From an optimization exercise on the open Yosys and OpenROAD flow, aimed at small area; shortcuts taken in it are not production practice. The RTL was checked by simulation tests, not by an equivalence proof against the original design.

==> flow/design.v <==
module pwm_period (
    input  wire [15:0] freq,
    output reg  [15:0] period
);
    localparam [20:0] N = 21'd2000000;    
    wire sat = (freq < 16'd31);
    wire big = (freq > 16'd20000);
    wire [14:0] f = freq[14:0];
    reg [14:0] rem;
    reg [15:0] hi;
    reg [15:0] s;
    reg [15:0] q;
    reg [15:0] qm1;
    reg [15:0] fz;                       
    reg        c, a, nb, z;
    integer    i, j, w;
    always @* begin
        fz[15] = 1'b1;
        for (j = 14; j >= 0; j = j - 1)
            fz[j] = fz[j+1] & ~f[j];
        rem = N >> 16;
        for (i = 15; i >= 0; i = i - 1) begin
            w  = blen(N >> i);           
            hi = {rem, N[i]};
            c  = 1'b1;
            s  = 16'd0;
            for (j = 0; j < 16; j = j + 1) begin
                if (j < w) begin
                    a    = hi[j];
                    nb   = (j < 15) ? ~f[j] : 1'b1;
                    s[j] = a ^ nb ^ c;
                    c    = (a & nb) | (a & c) | (nb & c);
                end
            end
            if (w < 16) c = c & fz[w];
            q[i] = c;
            rem  = (c ? s[14:0] : hi[14:0]) & ((w >= 15) ? 15'h7fff : 15'h7fff >> (15 - w));
        end
        z = 1'b1;                        
        for (j = 0; j < 16; j = j + 1) begin
            qm1[j] = q[j] ^ z;
            z      = z & ~q[j];
        end
        period = sat ? 16'hFFFF : big ? 16'd99 : qm1;
    end
    function integer blen(input [20:0] x);
        integer k;
        begin
            blen = 0;
            for (k = 0; k < 21; k = k + 1)
                if (x[k]) blen = k + 1;
        end
    endfunction
endmodule
module pwm_compare (
    input  wire [15:0] period,
    input  wire [6:0]  duty,
    output reg  [15:0] compare
);
    reg [22:0] x;
    reg [15:0] u;
    reg [15:0] pp;
    reg [20:0] y;
    reg [5:0]  t;
    reg [4:0]  r;
    reg        c, ge;
    integer    j, k;
    always @* begin
        u    = period & {16{duty[0]}};
        x    = 23'd0;
        x[0] = u[0];
        u    = {1'b0, u[15:1]};
        for (j = 1; j < 7; j = j + 1) begin
            pp = period & {16{duty[j]}};
            c  = 1'b0;
            for (k = 0; k < 16; k = k + 1) begin
                {c, u[k]} = {(u[k] & pp[k]) | (u[k] & c) | (pp[k] & c),
                             u[k] ^ pp[k] ^ c};
            end
            x[j] = u[0];
            u    = {c, u[15:1]};
        end
        x[22:7] = u;
        y = x[22:2];
        r = y[20:16];
        for (j = 15; j >= 0; j = j - 1) begin
            t  = {r, y[j]};
            ge = (t >= 6'd25);
            compare[j] = ge;
            r  = ge ? t[4:0] - 5'd25 : t[4:0];
        end
    end
endmodule
module pattern_rom (
    input  wire [3:0]  cur_addr,      
    input  wire [3:0]  start_addr,    
    output wire [15:0] period,        
    output wire [15:0] compare,
    output wire [2:0]  next_dur,      
    output wire [2:0]  start_dur      
);
    wire [15:0] cur = 16'd1 << cur_addr;
    wire [15:0] st  = 16'd1 << start_addr;
    assign period =
        ({16{cur[0]}} & 16'd4544) |
        ({16{cur[2]}} & 16'd999) |
        ({16{cur[3]}} & 16'd999) |
        ({16{cur[5]}} & 16'd1999) |
        ({16{cur[6]}} & 16'd1332) |
        ({16{cur[8]}} & 16'd2499) |
        ({16{cur[9]}} & 16'd65535) |
        ({16{cur[10]}} & 16'd2499) |
        ({16{cur[12]}} & 16'd4544);
    assign compare =
        ({16{cur[0]}} & 16'd4544) |
        ({16{cur[2]}} & 16'd499) |
        ({16{cur[3]}} & 16'd249) |
        ({16{cur[5]}} & 16'd999) |
        ({16{cur[6]}} & 16'd666) |
        ({16{cur[8]}} & 16'd2499) |
        ({16{cur[10]}} & 16'd749) |
        ({16{cur[12]}} & 16'd2272);
    assign next_dur =
        ({3{cur[1]}} & 3'd3) |
        ({3{cur[2]}} & 3'd2) |
        ({3{cur[4]}} & 3'd2) |
        ({3{cur[5]}} & 3'd2) |
        ({3{cur[7]}} & 3'd2) |
        ({3{cur[8]}} & 3'd1) |
        ({3{cur[9]}} & 3'd2) |
        ({3{cur[11]}} & 3'd4);
    assign start_dur =
        ({3{st[0]}} & 3'd5) |
        ({3{st[2]}} & 3'd3) |
        ({3{st[3]}} & 3'd2) |
        ({3{st[5]}} & 3'd2) |
        ({3{st[6]}} & 3'd2) |
        ({3{st[8]}} & 3'd2) |
        ({3{st[9]}} & 3'd1) |
        ({3{st[10]}} & 3'd2) |
        ({3{st[12]}} & 3'd4);
endmodule
module horn_core (
    input  wire        clk,
    input  wire        rst,           
    input  wire [31:0] cmd,
    input  wire [15:0] tick,
    input  wire        raw_level,
    input  wire        cmp_tripped,
    input  wire        config_mode,
    input  wire        charging,
    output wire [15:0] tone_period,
    output wire [15:0] tone_compare,
    output reg         horn_out,
    output reg         ind_red,
    output wire        cmp_sel,
    output reg         sw_status,
    output reg         seq_active,
    output reg  [2:0]  lvg_state,
    output reg         res_bool,
    output wire [15:0] res_period,
    output wire [15:0] res_compare,
    output reg         cmd_err
);
    localparam [3:0] OP_NOP        = 4'd0,
                     OP_POLL       = 4'd1,
                     OP_SW_UPDATE  = 4'd2,
                     OP_SW_GET     = 4'd3,
                     OP_SW_CLEAR   = 4'd4,
                     OP_SEQ_START  = 4'd5,
                     OP_SEQ_UPDATE = 4'd6,
                     OP_SEQ_ABORT  = 4'd7,
                     OP_PWM_CALC   = 4'd8,
                     OP_LVG_UPDATE = 4'd9;
    localparam [2:0] S_INIT = 3'd0,
                     S_KILL = 3'd1,
                     S_CB   = 3'd2,
                     S_CHI  = 3'd3,
                     S_CHA  = 3'd4,
                     S_EB   = 3'd5,
                     S_DEAD = 3'd6;
    localparam [1:0] SEL_BELL   = 2'd0,
                     SEL_CHARGE = 2'd1,
                     SEL_MINI   = 2'd2;
    localparam [3:0] ADDR_NONE = 4'd1;
    reg [2:0]  sw_cnt;           
    reg [15:0] sw_last_tick;
    reg [3:0]  seq_addr;         
    reg [2:0]  seq_remaining;
    reg [15:0] seq_last_tick;
    reg        tone_off;         
    reg [4:0]  guard_timer;
    reg        commit_short;     
    reg [2:0]  lv_count;
    reg        lv_sticky;
    reg [1:0]  sel_pattern;
    reg [15:0] lvg_last_tick;
    reg [15:0] pwm_period_q;
    reg [6:0]  pwm_duty_q;
    wire [3:0] op  = cmd[31:28];
    wire [2:0] pat = cmd[2:0];
    reg [3:0] start_addr;
    always @* begin
        if (op == OP_SEQ_START)
            start_addr = rom_base(pat);
        else if (lvg_state == S_CHA)
            start_addr = (sel_pattern == SEL_BELL)   ? 4'd2 :
                         (sel_pattern == SEL_CHARGE) ? 4'd5 : 4'd12;
        else
            start_addr = 4'd8;
    end
    wire [2:0]  start_dur;
    wire [2:0]  next_dur;
    wire [15:0] step_period, step_compare;
    pattern_rom u_rom (
        .cur_addr     (seq_addr),
        .start_addr   (start_addr),
        .period       (step_period),
        .compare      (step_compare),
        .next_dur     (next_dur),
        .start_dur    (start_dur)
    );
    wire seq_tick = (tick != seq_last_tick);
    reg        upd_playing;
    reg        upd_step;
    reg [2:0]  upd_remaining;
    reg        upd_active;
    always @* begin
        upd_playing   = seq_active;
        upd_step      = 1'b0;
        upd_remaining = seq_remaining;
        upd_active    = seq_active;
        if (seq_tick) begin
            if (!seq_active) begin
                upd_playing = 1'b0;
            end else if (seq_remaining != 3'd0) begin
                upd_remaining = seq_remaining - 3'd1;
                upd_playing   = 1'b1;
            end else if (next_dur != 3'd0) begin
                upd_step      = 1'b1;
                upd_remaining = next_dur;
                upd_playing   = 1'b1;
            end else begin
                upd_active    = 1'b0;
                upd_playing   = 1'b0;
            end
        end
    end
    reg [2:0]  n_sw_cnt;
    reg        n_sw_status;
    reg        n_sw_last;
    reg [3:0]  n_seq_addr;
    reg [2:0]  n_seq_remaining;
    reg        n_seq_last;
    reg        n_seq_active;
    reg        n_tone_off;
    reg        n_horn_out;
    reg        n_ind_red;
    reg [2:0]  n_lvg_state;
    reg [4:0]  n_guard_timer;
    reg        n_commit_short;
    reg [2:0]  n_lv_count;
    reg        n_lv_sticky;
    reg [1:0]  n_sel_pattern;
    reg        n_lvg_last;
    reg        n_res_bool;
    reg        n_cmd_err;
    reg        sw;
    reg        do_sw;
    reg        do_lvg;
    task seq_start;
        begin
            n_seq_addr      = start_addr;
            n_seq_remaining = start_dur;
            n_seq_last      = 1'b1;
            n_seq_active    = 1'b1;       
            n_tone_off      = 1'b0;
        end
    endtask
    task seq_update;
        begin
            n_seq_last      = 1'b1;
            n_seq_remaining = upd_remaining;
            n_seq_active    = upd_active;
            if (upd_step) begin
                n_seq_addr = seq_addr + 4'd1;
                n_tone_off = 1'b0;
            end
        end
    endtask
    task horn_off;
        begin
            n_horn_out = 1'b0;
            n_tone_off = 1'b1;
        end
    endtask
    task enter_active;
        begin
            n_guard_timer  = 5'd20;
            n_commit_short = 1'b0;
            n_sel_pattern  = config_mode ? SEL_MINI : SEL_BELL;
            n_lvg_state    = S_CHA;
        end
    endtask
    always @* begin
        n_sw_cnt        = sw_cnt;
        n_sw_status     = sw_status;
        n_sw_last       = 1'b0;
        n_seq_addr      = seq_addr;
        n_seq_remaining = seq_remaining;
        n_seq_last      = 1'b0;
        n_seq_active    = seq_active;
        n_tone_off      = tone_off;
        n_horn_out      = horn_out;
        n_ind_red       = ind_red;
        n_lvg_state     = lvg_state;
        n_guard_timer   = guard_timer;
        n_commit_short  = commit_short;
        n_lv_count      = lv_count;
        n_lv_sticky     = lv_sticky;
        n_sel_pattern   = sel_pattern;
        n_lvg_last      = 1'b0;
        n_res_bool      = 1'b0;
        n_cmd_err       = 1'b0;
        sw              = 1'b0;
        do_sw  = (op == OP_POLL) || (op == OP_SW_UPDATE);
        do_lvg = ((op == OP_POLL) && !charging) || (op == OP_LVG_UPDATE);
        if (do_sw) begin
            n_sw_last = 1'b1;
            if (tick != sw_last_tick) begin
                if (raw_level == 1'b0) begin              
                    if (sw_cnt == 3'd2) begin             
                        n_sw_cnt    = 3'd4;
                        n_sw_status = 1'b1;
                    end else if (sw_cnt[2] == 1'b0) begin
                        n_sw_cnt = sw_cnt + 3'd1;
                    end else if (sw_cnt != 3'd4) begin
                        n_sw_cnt = sw_cnt - 3'd1;
                    end
                end else begin                            
                    if (sw_cnt == 3'd7) begin             
                        n_sw_cnt    = 3'd0;
                        n_sw_status = 1'b0;
                    end else if (sw_cnt[2] == 1'b1) begin
                        n_sw_cnt = sw_cnt + 3'd1;
                    end else if (sw_cnt != 3'd0) begin
                        n_sw_cnt = sw_cnt - 3'd1;
                    end
                end
            end
        end
        case (op)
            OP_NOP, OP_POLL, OP_SW_UPDATE, OP_PWM_CALC, OP_LVG_UPDATE: ;
            OP_SW_GET:     n_res_bool  = sw_status;
            OP_SW_CLEAR:   n_sw_status = 1'b0;
            OP_SEQ_START:  if (pat <= 3'd4) seq_start;
                           else             n_cmd_err = 1'b1;
            OP_SEQ_UPDATE: begin
                               seq_update;
                               n_res_bool = upd_playing;
                           end
            OP_SEQ_ABORT:  n_seq_active = 1'b0;
            default:       n_cmd_err = 1'b1;    
        endcase
        if (do_lvg) n_lvg_last = 1'b1;
        if (do_lvg && tick != lvg_last_tick) begin
            sw = n_sw_status;
            case (lvg_state)
                S_INIT: begin
                    n_guard_timer  = 5'd3;
                    n_lv_count     = 3'd0;
                    n_lv_sticky    = 1'b0;
                    n_sel_pattern  = sw ? (config_mode ? SEL_MINI : SEL_BELL)
                                        : SEL_CHARGE;
                    n_lvg_state    = S_KILL;
                end
                S_KILL: begin
                    if (cmp_tripped) begin
                        n_lvg_state = S_DEAD;
                    end else begin
                        if (guard_timer <= 5'd1) begin
                            n_guard_timer = 5'd20;
                            n_commit_short = 1'b1;
                            n_lvg_state   = S_CHA;
                        end else begin
                            n_guard_timer = guard_timer - 5'd1;
                        end
                    end
                end
                S_CB: begin
                    seq_update;
                    if (upd_playing) begin
                        if (sw) begin
                            n_seq_active = 1'b0;      
                            enter_active;
                        end
                    end else begin
                        if (lv_sticky) begin
                            seq_start;                
                            n_lvg_state = S_EB;
                        end else begin
                            n_guard_timer = 5'd5;
                            n_lvg_state   = S_CHI;
                        end
                    end
                end
                S_CHI: begin
                    horn_off;
                    if (sw) begin
                        enter_active;
                    end else begin
                        if (guard_timer != 5'd0)
                            n_guard_timer = guard_timer - 5'd1;
                        if (guard_timer <= 5'd1 && lv_sticky) begin
                            seq_start;                
                            n_lvg_state = S_EB;
                        end
                    end
                end
                S_CHA: begin
                    if (sw) begin
                        n_sel_pattern = config_mode ? SEL_MINI : SEL_BELL;
                        if (guard_timer <= (commit_short ? 5'd19 : 5'd17))
                            n_horn_out = 1'b1;
                        if (cmp_tripped) begin
                            if (lv_count != 3'd6) n_lv_count = lv_count + 3'd1;
                            if (lv_count >= 3'd3) n_lv_sticky = 1'b1;
                        end else begin
                            if (lv_count != 3'd0) n_lv_count = lv_count - 3'd1;
                        end
                        if (guard_timer != 5'd0)
                            n_guard_timer = guard_timer - 5'd1;
                        if (guard_timer <= 5'd1) n_sw_status = 1'b0;    
                    end else begin
                        n_horn_out  = 1'b0;
                        seq_start;                    
                        n_lvg_state = S_CB;
                    end
                end
                S_EB: begin
                    if (sw) begin
                        n_seq_active = 1'b0;          
                        enter_active;
                    end else begin
                        seq_update;
                        if (!upd_playing) begin
                            horn_off;
                            n_guard_timer = 5'd0;
                        end
                    end
                    n_ind_red = 1'b1;
                end
                default: begin                        
                    n_ind_red = 1'b1;
                end
            endcase
        end
    end
    wire [15:0] cmd_period;
    wire [15:0] cmd_compare;
    pwm_period u_period (
        .freq   (cmd[23:8]),
        .period (cmd_period)
    );
    pwm_compare u_compare (
        .period  (pwm_period_q),
        .duty    (pwm_duty_q),
        .compare (cmd_compare)
    );
    assign res_period  = pwm_period_q;
    assign res_compare = cmd_compare;       
    assign cmp_sel = lvg_state[2] ^ lvg_state[1];
    assign tone_period  = step_period;
    assign tone_compare = tone_off ? 16'd0 : step_compare;
    always @(posedge clk) begin
        pwm_duty_q   <= (cmd[7:0] > 8'd100) ? 7'd100 : cmd[6:0];
        if (rst) begin
            sw_cnt        <= 3'd0;
            sw_status     <= 1'b0;
            sw_last_tick  <= 16'd0;
            seq_addr      <= ADDR_NONE;
            seq_remaining <= 3'd0;
            seq_last_tick <= 16'd0;
            seq_active    <= 1'b0;
            tone_off      <= 1'b0;
            horn_out      <= 1'b0;
            ind_red       <= 1'b0;
            lvg_state     <= S_INIT;
            guard_timer   <= 5'd0;
            commit_short  <= 1'b0;
            lv_count      <= 3'd0;
            lv_sticky     <= 1'b0;
            sel_pattern   <= SEL_CHARGE;
            lvg_last_tick <= 16'd0;
            res_bool      <= 1'b0;
            cmd_err       <= 1'b0;
            pwm_period_q  <= 16'd0;
        end else begin
            sw_cnt        <= n_sw_cnt;
            sw_status     <= n_sw_status;
            if (n_sw_last)  sw_last_tick  <= tick;
            seq_addr      <= n_seq_addr;
            seq_remaining <= n_seq_remaining;
            if (n_seq_last) seq_last_tick <= tick;
            seq_active    <= n_seq_active;
            tone_off      <= n_tone_off;
            horn_out      <= n_horn_out;
            ind_red       <= n_ind_red;
            lvg_state     <= n_lvg_state;
            guard_timer   <= n_guard_timer;
            commit_short  <= n_commit_short;
            lv_count      <= n_lv_count;
            lv_sticky     <= n_lv_sticky;
            sel_pattern   <= n_sel_pattern;
            if (n_lvg_last) lvg_last_tick <= tick;
            res_bool      <= n_res_bool;
            cmd_err       <= n_cmd_err;
            pwm_period_q  <= (op == OP_PWM_CALC) ? cmd_period : 16'd0;
        end
    end
    function [3:0] rom_base(input [2:0] p);
        rom_base = ({4{p == 3'd1}} & 4'd2) |
                   ({4{p == 3'd2}} & 4'd5) |
                   ({4{p == 3'd3}} & 4'd8) |
                   ({4{p == 3'd4}} & 4'd12);
    endfunction
endmodule
==> flow/flow/run.sh <==
#!/bin/bash
# Own layout flow: the standard layout (standard.sh), with these changes
# in synthesis: the ABC technology-mapping step runs an area-oriented script
# (flow/area.abc) in place of ORFS's abc_speed/abc_area script, and the
# arithmetic is left to ABC rather than mapped to adder cells first.
# Everything else, including the register mapping, flattening and renaming
# that synth_recipe.tcl does, is the standard synthesis unchanged.
# Each tool's full output goes to a log file in this folder (own_*.log) and
# under orfs/logs/.
set -euo pipefail
WORK=$(pwd)
FLOWDIR=$WORK/flow

# ORFS's synth.tcl with the abc call pointed at flow/area.abc
SRC=$FLOW_HOME/scripts/synth.tcl
n=$(grep -c '^  log_cmd abc {\*}\$abc_args$' "$SRC")
if [[ $n != 1 ]]; then echo "unexpected synth.tcl: $n abc calls" >&2; exit 1; fi
sed "s#^  log_cmd abc {\*}\$abc_args\$#  set abc_args [lreplace \$abc_args 1 1 $FLOWDIR/area.abc]\n  log_cmd abc {*}\$abc_args#" \
    "$SRC" > "$WORK/own_synth_core.tcl"

# synth_recipe.tcl, sourcing that copy instead of ORFS's synth.tcl
n=$(grep -c 'source \$::env(SCRIPTS_DIR)/synth.tcl' synth_recipe.tcl)
if [[ $n != 1 ]]; then echo "unexpected synth_recipe.tcl" >&2; exit 1; fi
sed "s#source \$::env(SCRIPTS_DIR)/synth.tcl#source $WORK/own_synth_core.tcl#" \
    synth_recipe.tcl > "$WORK/own_synth.tcl"

# standard.sh with that synthesis script
n=$(grep -c 'SYNTH_SCRIPT=' standard.sh)
if [[ $n != 1 ]]; then echo "unexpected standard.sh" >&2; exit 1; fi
# and with smaller cells for the port buffers and the clock tree: every port
# still gets its own buffer (buf_1, the smallest, in place of the
# clkdlybuf4s50_1 that buffer_ports picks), and CTS builds the tree from
# clkbuf_8 cells, in small clusters, without dummy loads
OWN_VARS="'BUFFER_PORTS_ARGS=-buffer_cell sky130_fd_sc_hd__buf_1'"
# synthesis buffers a port that repeats another signal with the same
# smallest buffer (buf_4 by default)
OWN_VARS+=" 'MIN_BUF_CELL_AND_PORTS=sky130_fd_sc_hd__buf_1 A X'"
# no adder cells: ABC maps the arithmetic with the rest of the logic
OWN_VARS+=" ADDER_MAP_FILE="
OWN_VARS+=" 'CTS_ARGS=-sink_clustering_enable -repair_clock_nets -dont_use_dummy_load -buf_list sky130_fd_sc_hd__clkbuf_16 -root_buf sky130_fd_sc_hd__clkbuf_16'"
sed "s#SYNTH_SCRIPT=[^ ]*#SYNTH_SCRIPT=$WORK/own_synth.tcl $OWN_VARS#" standard.sh > "$WORK/own_standard.sh"

bash "$WORK/own_standard.sh" > "$WORK/own_flow.log" 2>&1 || { tail -50 "$WORK/own_flow.log"; exit 1; }
tail -5 "$WORK/own_flow.log"
==> flow/flow/area.abc <==
strash; dc2; &get -n; &deepsyn -T 150 -S 11; &put; dch -f; amap; topo; mfs2; strash; dc2; dch -f; amap; topo; mfs2; strash; dch -f; amap; topo
==> flow/standard.sh <==
#!/bin/bash
# synth_recipe.tcl (not shown) runs the flow's synth.tcl, then flattens the netlist and writes it again
# the make line also repeats each setting of config.mk as NAME=value (left out here)
make -C /OpenROAD-flow-scripts/flow DESIGN_CONFIG=/design/flow/config.mk WORK_HOME=/design/flow/orfs CLKGATE_MAP_FILE= SYNTH_SCRIPT=/design/flow/synth_recipe.tcl "${@:-finish}"
==> flow/config.mk <==
export PLATFORM = sky130hd
export DESIGN_NAME = horn_core
export DESIGN_NICKNAME = horn_core
export VERILOG_FILES = /design/flow/design.v
export SDC_FILE = /design/flow/constraint.sdc
export NUM_CORES = 4
export LEC_CHECK = 0
export ABC_AREA = 1
export CAP_MARGIN = 10
export CORE_MARGIN = 2
export CORE_UTILIZATION = 78
export GPL_TIMING_DRIVEN = 0
export SLEW_MARGIN = 10
==> flow/constraint.sdc <==
create_clock -name core_clock -period 200.0 [get_ports {clk}]
set_input_delay 40.0000 -clock core_clock [delete_from_list [all_inputs] [get_ports {clk}]]
set_output_delay 40.0000 -clock core_clock [all_outputs]
set_load 0.01 [all_outputs]
==> summary.txt, run 1 <==
Layout Nets 2739; Maximum Capacitance Violations 0; vias in the first global route 16.1k; CTS tree built; post-synth top area cell nor2_1; Slew Viols, Final 0; Hold Slack 477 ps; Ys Warns 3; WP data arrival 112650 ps; initial antenna violation count 0; Starting DRT DRC Count 1993; crit path max-delay cell type a21oi_1; worst setup margin 87620 ps; postcts setup bufs 0; RD Place Congestion 0.999; clk_skew 35.7 ps; DP HPWL 32.0 mm; Cell Rows 48; Hold Path Class register to register; WP buf/inv 27; Clock Tree Buf Depth 2; clock root buffer clkbuf_16; # fillers 1200; crit-path max FO 23; ys flop type dfxtp_1; CP delay by family, top compound AO/OA/AOI/OAI gates; grt ovf 0; most frequent cells in the layout nor2_1 (652), nand2_1 (373), o21ai_0 (326); element type at the critical path start input port; post-place setup slack 89490 ps; largest net degree at the start of global routing 32; Reg area 0.00206 mm2; H-tree levels 3; hold buffer count at CTS 0; DR WL/cell 14.4 um; Slew HR 15.0%; Ports 128; most common cell after layout, fill and taps aside nor2_1; critical path's most frequent cell nor2_1; critical path type input port to register; ratio of cells with drive above 1 in the final layout 0.559%; Pre-antenna DRT Iters 6; EDFF count, synth 0; vias per cell 6.50; Syn Area/Cell 5.35 um2; Yosys cell types 50; fraction of the cycle the final worst path needs 56.2%; Worst Tran Pin Value 1260 ps; critical path data required time 200270 ps; Core Area 0.0172 mm2; Synth area leaders nor2_1 (18%), dfxtp_1 (15%), o21ai_0 (12%); Multi-input gate area 0.0106 mm2; Num CTS Buffers 9; fmax 8.90 MHz; DRC 0; worst-skew pair later-pin latency 370 ps; post-synth top area share 18.0%; Tmin final 112380 ps; flop2flop setup slack 193760 ps; Setup TNS 0 ps; post-cts sizing count 0; Routed WL 41.8 mm; clk sink count 103; area grow syn2layout 7.32%; Initial Util 79.3%; die height 136 um; status finished clean; post-synthesis sequential area ratio 15.1%; DRT antenna net count 0; number of port buffers 119; die footprint 0.0185 mm2; Synth async-reset ratio 0%; count of state elements after synthesis 103; clock slew at the register clock pins of the worst setup and hold paths 50 ps; first-pass GRT wire length 67.5 mm; ant diodes 0; RSZ-0062 raised after global routing no; endpoint class of the critical path register; routed vias 18.9k; GRT Total Usage 42.8%; die outline width 136 um; synthesized cell area 0.0136 mm2; slowest stage delay, CP 900 ps; final hold vios 0; Setup violations, final 0; Cells after Synth 2548
==> final timing paths <==
kind	startpoint	to	depth (start not counted)
worst max register to register	sw_last_tick[12]	seq_remaining[1]	26
worst max-delay path	cmd[11]	pwm_period_q[9]	374
worst min register to register	seq_remaining[0]	seq_remaining[0]	2
worst min-delay path	seq_remaining[0]	seq_remaining[0]	2
==> kinds of logic (layout without fill, tap and decap cells) <==
family / after synthesis / in the layout / share of synthesized area (%)
flip-flops: 103 / 103 / 15.1
XOR/XNOR: 11 / 11 / 0.707
AO/OA/AOI/OAI: 920 / 920 / 39.2
buffers and inverters: 264 / 396 / 7.28
other: 1 / 4 / 0.0275
AND/OR/NAND/NOR: 1249 / 1249 / 37.7
==> metrics by stage <==
stage	area [um2]	instances	util [%]
final	14600	2908	85.1
after floorplan	13600	2551	-
after detailed placement	14400	2899	83.8
after global routing	14600	2908	85.1
after global placement	14400	2895	83.6
after CTS	14600	2908	85.1
==> cell usage after synthesis, types with 13 or more instances <==
master and number:
nor2_1 652, clkinv_1 255, a31oi_1 15, o22ai_1 143, o21a_1 40, dfxtp_1 103
a211oi_1 36, nand2_1 373, nor3_1 89, a21oi_1 251, nor4_1 13, nor2b_1 53
a21o_1 18, or2_0 23, nand3_1 13, o21ai_0 331
==> layer usage <==
metal / GRT usage [%] / vias up / wire length (um) / part of all wire (%)
li1: - / 9207 / - / -
met1: 50.9 / 8264 / 16300 / 39
met2: 74.3 / 1197 / 19300 / 46
met3: 7.57 / 241 / 4450 / 11
met4: 20.3 / 0 / 1730 / 4.1
met5: 0 / - / 0 / 0
==> state kept, by name (all words and copies together) (netlist names), 2 cells and up <==
name / flops
seq_addr: 4
pwm_period_q: 16
sw_cnt: 3
guard_timer: 5
lvg_state: 3
sel_pattern: 2
pwm_duty_q: 7
sw_last_tick: 16
lv_count: 3
lvg_last_tick: 16
seq_remaining: 3
seq_last_tick: 16
==> tightest hold or removal path: stages, from the launching register on <==
cell and delay (ps):
dfxtp_1 310, nand2_1 50, a31oi_1 60
==> layout make-up <==
class                   instances  share of cell area (%)
repair buffers                123                    3.28
clock buffers                   9                    1.54
flip-flops and latches        103                    14.1
well taps                     225                    1.93
inverters                     255                    6.55
plain buffers                   9                   0.231
multi-input cells            2184                    72.4
==> run 2, diff against run 1 <==
--- a/flow/flow/run.sh
+++ b/flow/flow/run.sh
@@ -27,10 +27,10 @@
 # standard.sh with that synthesis script
 n=$(grep -c 'SYNTH_SCRIPT=' standard.sh)
 if [[ $n != 1 ]]; then echo "unexpected standard.sh" >&2; exit 1; fi
-# and with smaller cells for the port buffers and the clock tree: every port
-# still gets its own buffer (buf_1, the smallest, in place of the
-# clkdlybuf4s50_1 that buffer_ports picks), and CTS builds the tree from
-# clkbuf_8 cells, in small clusters, without dummy loads
+# and with smaller cells for the port buffers and no dummy loads in the
+# clock tree: every port still gets its own buffer (buf_1, the smallest, in
+# place of the clkdlybuf4s50_1 that buffer_ports picks), and CTS builds the
+# tree from clkbuf_16 cells without adding dummy loads
 OWN_VARS="'BUFFER_PORTS_ARGS=-buffer_cell sky130_fd_sc_hd__buf_1'"
 # synthesis buffers a port that repeats another signal with the same
 # smallest buffer (buf_4 by default)
==> summary.txt, run 2 <==
Yosys cell types 50; ratio of cells with drive above 1 in the final layout 0.559%; routed vias 18.9k; most common cell after layout, fill and taps aside nor2_1; RD Place Congestion 0.999; Slew HR 15.0%; RSZ-0062 raised after global routing no; Cell Rows 48; post-synthesis sequential area ratio 15.1%; DRC 0; Layout Nets 2739; element type at the critical path start input port; count of state elements after synthesis 103; Setup TNS 0 ps; grt ovf 0; largest net degree at the start of global routing 32; CTS tree built; clk_skew 35.7 ps; H-tree levels 3; DP HPWL 32.0 mm; EDFF count, synth 0; most common cell in the netlist nor2_1; slowest stage delay, CP 900 ps; Clock Tree Buf Depth 2; crit path max-delay cell type a21oi_1; Setup violations, final 0; fmax 8.90 MHz; Cells after Synth 2548; die footprint 0.0185 mm2; critical path data required time 200270 ps; number of port buffers 119; post-synth top area share 18.0%; fin cells 2908; DRT antenna net count 0; final hold vios 0; ant diodes 0; postcts setup bufs 0; Syn Area/Cell 5.35 um2; Synth async-reset ratio 0%; ys flop type dfxtp_1; clock root buffer clkbuf_16; WP data arrival 112650 ps; vias per cell 6.50; fraction of the cycle the final worst path needs 56.2%; first-pass GRT wire length 67.5 mm; Starting DRT DRC Count 1993; post-cts sizing count 0; Ports 128; synthesized cell area 0.0136 mm2; clock slew at the register clock pins of the worst setup and hold paths 50 ps; GRT Total Usage 42.8%; Pre-antenna DRT Iters 6; Placed Cells 2899; Initial Util 79.3%; die height 136 um; worst-skew pair later-pin latency 370 ps; Maximum Capacitance Violations 0; clk sink count 103; Ys Warns 3; vias in the first global route 16.1k; Synth area leaders nor2_1 (18%), dfxtp_1 (15%), o21ai_0 (12%); DR WL/cell 14.4 um; status finished clean; critical path type input port to register; Hold Path Class register to register; initial antenna violation count 0; Tmin final 112380 ps; Core Area 0.0172 mm2; post-route cell area 0.0146 mm2; most frequent cells in the layout nor2_1 (652), nand2_1 (373), o21ai_0 (326); endpoint class of the critical path register; Num CTS Buffers 9; Synth top cells by count nor2_1 (652), nand2_1 (373), o21ai_0 (331); crit-path max FO 23; Routed WL 41.8 mm; die outline width 136 um; Slew Viols, Final 0; post-synth top area cell nor2_1; hold buffer count at CTS 0; Worst Tran Pin Value 1260 ps; critical path's most frequent cell nor2_1; DP Area 0.0144 mm2; area grow syn2layout 7.32%
==> run 2: cell counts after synthesis <==
No cell type changed its count.
==> run 2: path summary, 6_finish.rpt <==
| check | startpoint | slack (ps) | cells past startpoint | endpoint |
|---|---|---|---|---|
| worst min register to register | seq_remaining[0] | 480 | 2 | seq_remaining[0] |
| worst max-delay path | cmd[11] | 87620 | 374 | pwm_period_q[9] |
| worst max register to register | sw_last_tick[12] | 193760 | 26 | seq_remaining[1] |
| worst min-delay path | seq_remaining[0] | 480 | 2 | seq_remaining[0] |
==> run 2: layer usage <==
| layer | vias to the layer above | track usage (%) | share of wire [%] |
|---|---|---|---|
| met5 | - | 0 | 0 |
| met4 | 0 | 20.3 | 4.1 |
| met3 | 241 | 7.57 | 11 |
| met2 | 1197 | 74.3 | 46 |
| met1 | 8264 | 50.9 | 39 |
| li1 | 9207 | - | - |
==> run 2: layout make-up <==
type / instances / area, um2
clock buffer: 9 / 225
tap: 225 / 282
inverter: 255 / 957
fill: 1200 / 2560
multi-input combinational: 2184 / 10600
buffer: 9 / 33.8
timing repair buffer: 123 / 479
sequential: 103 / 2060
==> run 2: kinds of logic (layout without fill, tap and decap cells) <==
kind of cell,Yosys count,count (layout),share of synthesized area [%]
AOI/OAI and AO/OA,920,920,39.2
xor gates and xnor gates,11,11,0.707
buffers and inverters,264,396,7.28
DFF,103,103,15.1
other,1,4,0.0275
and+or+nand+nor,1249,1249,37.7
==> run 2: stage by stage <==
stage          util [%]  setup WS [ps]  hold slack (ps)
6_report           85.1          87620              477
5_1_grt            85.1          79100              497
3_5_place_dp       83.8          89490              465
3_3_place_gp       83.6          90310              436
2_1_floorplan         -         104130              427
4_1_cts            85.1          89520              475
==> run 2: worst max-delay path, delay by kind of cell <==
kind / cells / cell delay (ps)
compound gates: 169 / 38400
buf+inv: 27 / 8410
simple gates: 178 / 25770

[static timing again, ports no longer ideal]
No port has a modelled driver above. Below, the same layouts with a new extraction and two added sets of constraints.
Step 1: set_driving_cell puts a clkbuf_16 on clk and a buf_2 on each other input, an assumption about the parent block.
Step 2 moves the port delays by t, midway between the first and last clock arrival at a register: inputs arrive t later, outputs are due t later. That takes back most of the time a late clock gives input paths.
Three values: ideal, step 1, step 2; two values: the first two.
run | shift t [ns] | slack for setup (ns) | worst register clock-pin slew, ns | worst slew at a driven data input, ns | cell pins on the clock port's net
run 1 | 0.393 | 87.619 / 87.636 / 87.243 | 0.09 / 0.09 | 0.07 | 1
run 2 | 0.393 | 87.619 / 87.636 / 87.243 | 0.09 / 0.09 | 0.07 | 1
After both steps every run listed still meets setup and hold.
